This design comes from an exercise in tuning for small area, a short achievable clock period and few clock cycles per item on the open sky130 flow, not from production work. Where RTL was checked, it was by simulation tests only, not by an equivalence proof against the original. No activity file was given, so power comes from the tool's default toggle rates.

== ember ==
==> flow/design.v (excerpt) <==
module bdgr_enc (
    input  wire        clk,
    input  wire        rst,
    input  wire        start,
    input  wire [15:0] width,
    input  wire [15:0] height,
    input  wire        pred_med,
    output wire        busy,
    input  wire        in_valid,
    input  wire [7:0]  in_pix,
    input  wire [7:0]  in_up,
    output wire        in_ready,
    output wire        out_valid,
    output wire [63:0] out_word,
    output wire        out_last,
    input  wire        out_ready
);
    localparam integer ACW    = 88;            
    localparam [6:0]   HOLD_T = ACW - 20;      
    reg        busy_r, in_ready_r, out_valid_r, out_last_r;
    reg        med_r;
    reg [15:0] w_r;
    reg [15:0] xc;            
    reg [15:0] yc;            
    reg        first_col, first_row;
    reg        pix_done;      
    reg        v0;            
    reg [7:0]  pix0, up0;     
    reg [7:0]  d0;            
    reg [2:0]  k_r;           
    reg        vR;            
    reg [3:0]  qoffR;         
    reg [3:0]  keffR;         
    reg [7:0]  dataR;         
    reg [6:0]  spos;          
    reg [ACW-1:0] acc;
    assign busy      = busy_r;
    assign in_ready  = in_ready_r;
    assign out_valid = out_valid_r;
    assign out_last  = out_last_r;
    assign out_word  = acc[63:0];
    wire accept = in_valid & in_ready_r;
    wire fire   = out_valid_r & out_ready;
    wire [7:0] na_in = first_col ? 8'd0 : pix0;
    wire [7:0] nb_in = first_row ? 8'd0 : in_up;
    wire [7:0] nc_in = (first_col | first_row) ? 8'd0 : up0;
    wire [7:0] pmin_in = (first_col & (med_r | first_row)) ? 8'd0 : pix0;   
    wire c_ge_in  = (nc_in >= na_in);
    wire use_c_in = c_ge_in ^ (nb_in <= nc_in);    
    wire use_b_in = c_ge_in ~^ (nb_in <= na_in);   
    wire [7:0] dA_in = in_pix - pmin_in;            
    wire [7:0] dB_in = in_pix - nb_in;              
    wire [7:0] e_in  = nc_in - na_in;               
    wire [7:0] nbn   = ~nb_in;
    wire [7:0] cs_s  = in_pix ^ nbn ^ e_in;
    wire [7:0] cs_c  = (in_pix & nbn) | (in_pix & e_in) | (nbn & e_in);
    wire [7:0] dC_in = cs_s + {cs_c[6:0], 1'b1};     
  ...
Size: about 1,300 cells after synthesis, about 200 flip-flops, about 120 I/O pins.
==> module bdgr_enc, before the edit <==
module bdgr_enc (
    input  wire        clk,
    input  wire        rst,
    input  wire        start,
    input  wire [15:0] width,
    input  wire [15:0] height,
    input  wire        pred_med,
    output wire        busy,
    input  wire        in_valid,
    input  wire [7:0]  in_pix,
    input  wire [7:0]  in_up,
    output wire        in_ready,
    output wire        out_valid,
    output wire [63:0] out_word,
    output wire        out_last,
    input  wire        out_ready
);
    localparam integer ACW    = 88;            
    localparam [6:0]   HOLD_T = ACW - 20;      
    reg        busy_r, in_ready_r, out_valid_r, out_last_r;
    reg        med_r;
    reg [15:0] w_r;
    reg [15:0] xc;            
    reg [15:0] yc;            
    reg        first_col, first_row;
    reg        pix_done;      
    reg        v0;            
    reg [7:0]  pix0, up0;     
    reg [7:0]  d0;            
    reg [2:0]  k_r;           
    reg        vR;            
    reg [3:0]  qoffR;         
    reg [3:0]  keffR;         
    reg [7:0]  dataR;         
    reg [6:0]  spos;          
    reg [ACW-1:0] acc;
    assign busy      = busy_r;
    assign in_ready  = in_ready_r;
    assign out_valid = out_valid_r;
    assign out_last  = out_last_r;
    assign out_word  = acc[63:0];
    wire accept = in_valid & in_ready_r;
    wire fire   = out_valid_r & out_ready;
    wire [7:0] na_in = first_col ? 8'd0 : pix0;
    wire [7:0] nb_in = first_row ? 8'd0 : in_up;
    wire [7:0] nc_in = (first_col | first_row) ? 8'd0 : up0;
    wire [7:0] pmin_in = (first_col & (med_r | first_row)) ? 8'd0 : pix0;   
    wire c_ge_in  = (nc_in >= na_in);
    wire use_c_in = c_ge_in ^ (nb_in <= nc_in);    
    wire use_b_in = c_ge_in ~^ (nb_in <= na_in);   
    wire [7:0] dA_in = in_pix - pmin_in;            
    wire [7:0] dB_in = in_pix - nb_in;              
    wire [7:0] e_in  = nc_in - na_in;               
    wire [7:0] nbn   = ~nb_in;
    wire [7:0] cs_s  = in_pix ^ nbn ^ e_in;
    wire [7:0] cs_c  = (in_pix & nbn) | (in_pix & e_in) | (nbn & e_in);
    wire [7:0] dC_in = cs_s + {cs_c[6:0], 1'b1};     
    wire [7:0] d_in  = (med_r & use_c_in) ? dC_in : (med_r & use_b_in) ? dB_in : dA_in;
    wire [7:0] r    = {d0[6:0], 1'b0} ^ {8{d0[7]}};
    wire [7:0] q    = r >> k_r;
    wire       esc  = (q >= 8'd11);
    wire [7:0] mask = ~(8'hff << k_r);
    wire [3:0] qoff = esc ? 4'd11 : q[3:0];
    wire [3:0] keff = esc ? 4'd8 : {1'b0, k_r};
    wire [7:0] data = esc ? r : (r & mask);
    reg [2:0] k_next;
    always @(*) begin
        if      (r <= 8'd1)   k_next = 3'd0;
        else if (r <= 8'd4)   k_next = 3'd1;
        else if (r <= 8'd8)   k_next = 3'd2;
        else if (r <= 8'd16)  k_next = 3'd3;
        else if (r <= 8'd32)  k_next = 3'd4;
        else if (r <= 8'd64)  k_next = 3'd5;
        else if (r <= 8'd128) k_next = 3'd6;
        else                  k_next = 3'd7;
    end
    wire hold = vR & (spos > HOLD_T);
    wire advR = vR & ~hold;
    wire [6:0] spos_add = advR ? spos + {3'd0, qoffR} + {3'd0, keffR} + 7'd1 : spos;
    wire [6:0] spos_next = {spos_add[6] & ~fire, spos_add[5:0]};
    wire [6:0] pos       = spos + {3'd0, qoffR};
    localparam integer NBY = ACW / 8;
    wire [15:0]    fld = {7'd0, dataR, 1'b1} << pos[2:0];
    wire [NBY-1:0] bsel = advR ? ({{(NBY-1){1'b0}}, 1'b1} << pos[6:3]) : {NBY{1'b0}};
    wire [ACW-1:0] ins;
    genvar gb;
    generate
        for (gb = 0; gb < NBY; gb = gb + 1) begin : g_ins
            if (gb == 0) begin : g_lo
                assign ins[7:0] = fld[7:0] & {8{bsel[0]}};
            end else begin : g_hi
                assign ins[8*gb +: 8] = (fld[7:0] & {8{bsel[gb]}}) | (fld[15:8] & {8{bsel[gb-1]}});
            end
        end
    endgenerate
    wire [ACW-1:0] acc_or = acc | ins;
    wire [ACW-1:0] acc_next = fire ? {64'd0, acc_or[ACW-1:64]} : acc_or;
    wire last_col = (xc == 16'd1);
    wire last_row = (yc == 16'd1);
    wire busy_next     = busy_r & ~(fire & out_last_r);
    wire pix_done_next = pix_done | (accept & last_col & last_row);
    wire alldone_next  = pix_done & ~v0 & ~hold;    
    wire [6:0] epos_next = spos_next;
    reg init;
    always @(posedge clk) begin
        if (rst) begin
            busy_r      <= 1'b0;
            init        <= 1'b0;
            in_ready_r  <= 1'b0;
            out_valid_r <= 1'b0;
            out_last_r  <= 1'b0;
        end else if (!busy_r) begin
            busy_r      <= start;
            init        <= start;
            in_ready_r  <= 1'b0;
            out_valid_r <= 1'b0;
        end else if (init) begin
            init        <= 1'b0;
            in_ready_r  <= 1'b1;
        end else begin
            busy_r      <= busy_next;
            in_ready_r  <= busy_next & ~pix_done_next & (spos_next <= HOLD_T);
            out_valid_r <= busy_next & (epos_next[6] | (alldone_next & (epos_next != 7'd0)));
            out_last_r  <= alldone_next & (epos_next <= 7'd64);
        end
    end
    always @(posedge clk) begin
        if (!busy_r) begin
            med_r <= pred_med;
            w_r   <= width;
            yc    <= height;
        end else if (accept & last_col) begin
            yc    <= yc - 16'd1;
        end
        if (init) begin
            xc        <= w_r;
            first_col <= 1'b1;
            first_row <= 1'b1;
            pix_done  <= 1'b0;
        end else if (accept) begin
            first_col <= last_col;
            pix_done  <= last_col & last_row;
            if (last_col) begin
                xc <= w_r;
                first_row <= 1'b0;
            end else begin
                xc <= xc - 16'd1;
            end
        end
    end
    always @(posedge clk) begin
        v0 <= ~rst & (hold ? v0 : accept);
        if (accept) begin
            pix0   <= in_pix;
            up0    <= in_up;
            d0     <= d_in;
        end
    end
    always @(posedge clk) begin
        if (init)
            k_r <= 3'd7;
        else if (v0 & ~hold)
            k_r <= k_next;
        vR <= ~rst & (hold ? vR : v0);
        if (!hold) begin
            keffR <= keff;
            qoffR <= qoff;
            dataR <= data;
        end
        spos  <= init ? 7'd32 : spos_next;
        acc   <= init ? {{(ACW-32){1'b0}}, yc, w_r} : acc_next;
    end
endmodule
==> flow/config.mk <==
export PLATFORM = sky130hd
export DESIGN_NAME = bdgr_enc
export DESIGN_NICKNAME = bdgr_enc
export VERILOG_FILES = /design/flow/design.v
export SDC_FILE = /design/flow/constraint.sdc
export NUM_CORES = 4
export LEC_CHECK = 0
export CAP_MARGIN = 20
export CORE_MARGIN = 2
export CORE_UTILIZATION = 40
export SLEW_MARGIN = 20
==> flow/constraint.sdc <==
create_clock -name core_clock -period 11.0 [get_ports {clk}]
set_input_delay 2.2000 -clock core_clock [delete_from_list [all_inputs] [get_ports {clk}]]
set_output_delay 2.2000 -clock core_clock [all_outputs]
set_load 0.01 [all_outputs]
standard.sh (not shown) runs the stock make flow with config.mk's settings and CLKGATE_MAP_FILE= SYNTH_SCRIPT=/design/flow/synth_recipe.tcl, a recipe that flattens the netlist after the stock synthesis.
==> flow/flow/run.sh <==
#!/bin/bash
set -euo pipefail
export BUFFER_PORTS_ARGS="-buffer_cell sky130_fd_sc_hd__buf_1"
export SETUP_SLACK_MARGIN=7.4
bash standard.sh > standard_make.log 2>&1
--- input diff ember..onyx ---
--- a/flow/design.v
+++ b/flow/design.v
@@ -19,4 +19,5 @@
     localparam [6:0]   HOLD_T = ACW - 20;      
     reg        busy_r, in_ready_r, out_valid_r, out_last_r;
+    reg        busy_o;        
     reg        med_r;
     reg [15:0] w_r;
@@ -27,5 +28,6 @@
     reg        v0;            
     reg [7:0]  pix0, up0;     
-    reg [7:0]  d0;            
+    reg [7:0]  dA0, dB0, e0;  
+    reg        use_c0, use_b0;  
     reg [2:0]  k_r;           
     reg        vR;            
@@ -35,5 +37,5 @@
     reg [6:0]  spos;          
     reg [ACW-1:0] acc;
-    assign busy      = busy_r;
+    assign busy      = busy_o;
     assign in_ready  = in_ready_r;
     assign out_valid = out_valid_r;
@@ -51,10 +53,7 @@
     wire [7:0] dA_in = in_pix - pmin_in;            
     wire [7:0] dB_in = in_pix - nb_in;              
-    wire [7:0] e_in  = nc_in - na_in;               
-    wire [7:0] nbn   = ~nb_in;
-    wire [7:0] cs_s  = in_pix ^ nbn ^ e_in;
-    wire [7:0] cs_c  = (in_pix & nbn) | (in_pix & e_in) | (nbn & e_in);
-    wire [7:0] dC_in = cs_s + {cs_c[6:0], 1'b1};     
-    wire [7:0] d_in  = (med_r & use_c_in) ? dC_in : (med_r & use_b_in) ? dB_in : dA_in;
+    wire [7:0] e_in  = nc_in - na_in;
+    wire [7:0] dC = dB0 + e0;                       
+    wire [7:0] d0 = (med_r & use_c0) ? dC : (med_r & use_b0) ? dB0 : dA0;
     wire [7:0] r    = {d0[6:0], 1'b0} ^ {8{d0[7]}};
     wire [7:0] q    = r >> k_r;
@@ -103,4 +102,12 @@
     wire [6:0] epos_next = spos_next;
     reg init;
+    always @(posedge clk) begin
+        if (rst)
+            busy_o <= 1'b0;
+        else if (!busy_o)
+            busy_o <= start;
+        else
+            busy_o <= ~(fire & out_last_r);
+    end
     always @(posedge clk) begin
         if (rst) begin
@@ -154,5 +161,9 @@
             pix0   <= in_pix;
             up0    <= in_up;
-            d0     <= d_in;
+            dA0    <= dA_in;
+            dB0    <= dB_in;
+            e0     <= e_in;
+            use_c0 <= use_c_in;
+            use_b0 <= use_b_in;
         end
     end
[summary]
Period utilization was higher in ember than in onyx.
Comparing onyx with ember, the total global-route track usage came out essentially unchanged.
There was hardly any difference in number of setup violations in the final report between onyx and ember.
onyx: fraction of area in clock buffers and inverters is 1.3 points higher than what ember reported.
Changes observed in onyx relative to ember: required time of the critical path now sits higher, global-route wire length before repair now sits higher, post-synthesis async set-or-reset flop share now sits at about the same level, power now sits lower.
The minimum setup slack in the final design in onyx was higher than what ember gave.
Every stage of the flow completed for onyx, and the final layout passed the timing, DRC and antenna checks.
Diff onyx and ember: clock share of power lower in ember
Wire length on met1 in onyx vs ember: up about 7%
Taking ember as the reference, in onyx height of the die now sits higher; cell area after layout moved up.
Testbench counts of onyx, summed over its fixed seeds: cycles 34,785, items 34,030.
For ember, only the layout was checked, not whether the RTL still works.

-- what the ideal ports hide --
How much do the figures lean on ideal ports? The routed layouts below were timed once more, with nothing changed but the port constraints.
Step 1, drivers: a clkbuf_16 drives clk and a buf_2 each remaining input, both assumed.
Step 2 also shifts input and output timing later by t, the mid clock arrival at the registers, as if the neighbouring blocks saw the same clock.
Slacks: ideal ports / drivers / drivers and shift; pairs: ideal ports / drivers.
run | shift t [ns] | slack for setup (ns) | hold slack, ns | clock arrival spread, ns
ember | 0.489 | 5.683 / 5.700 / 5.211 | 0.457 / 0.457 / 0.457 | 0.014 / 0.014
onyx | 0.581 | 7.501 / 7.501 / 6.971 | 0.452 / 0.452 / 0.452 | 0.035 / 0.034
After both steps every run listed still meets setup and hold. For onyx, which loses most, drivers alone change the setup slack by 0.000 ns; drivers and shift together by -0.530 ns.
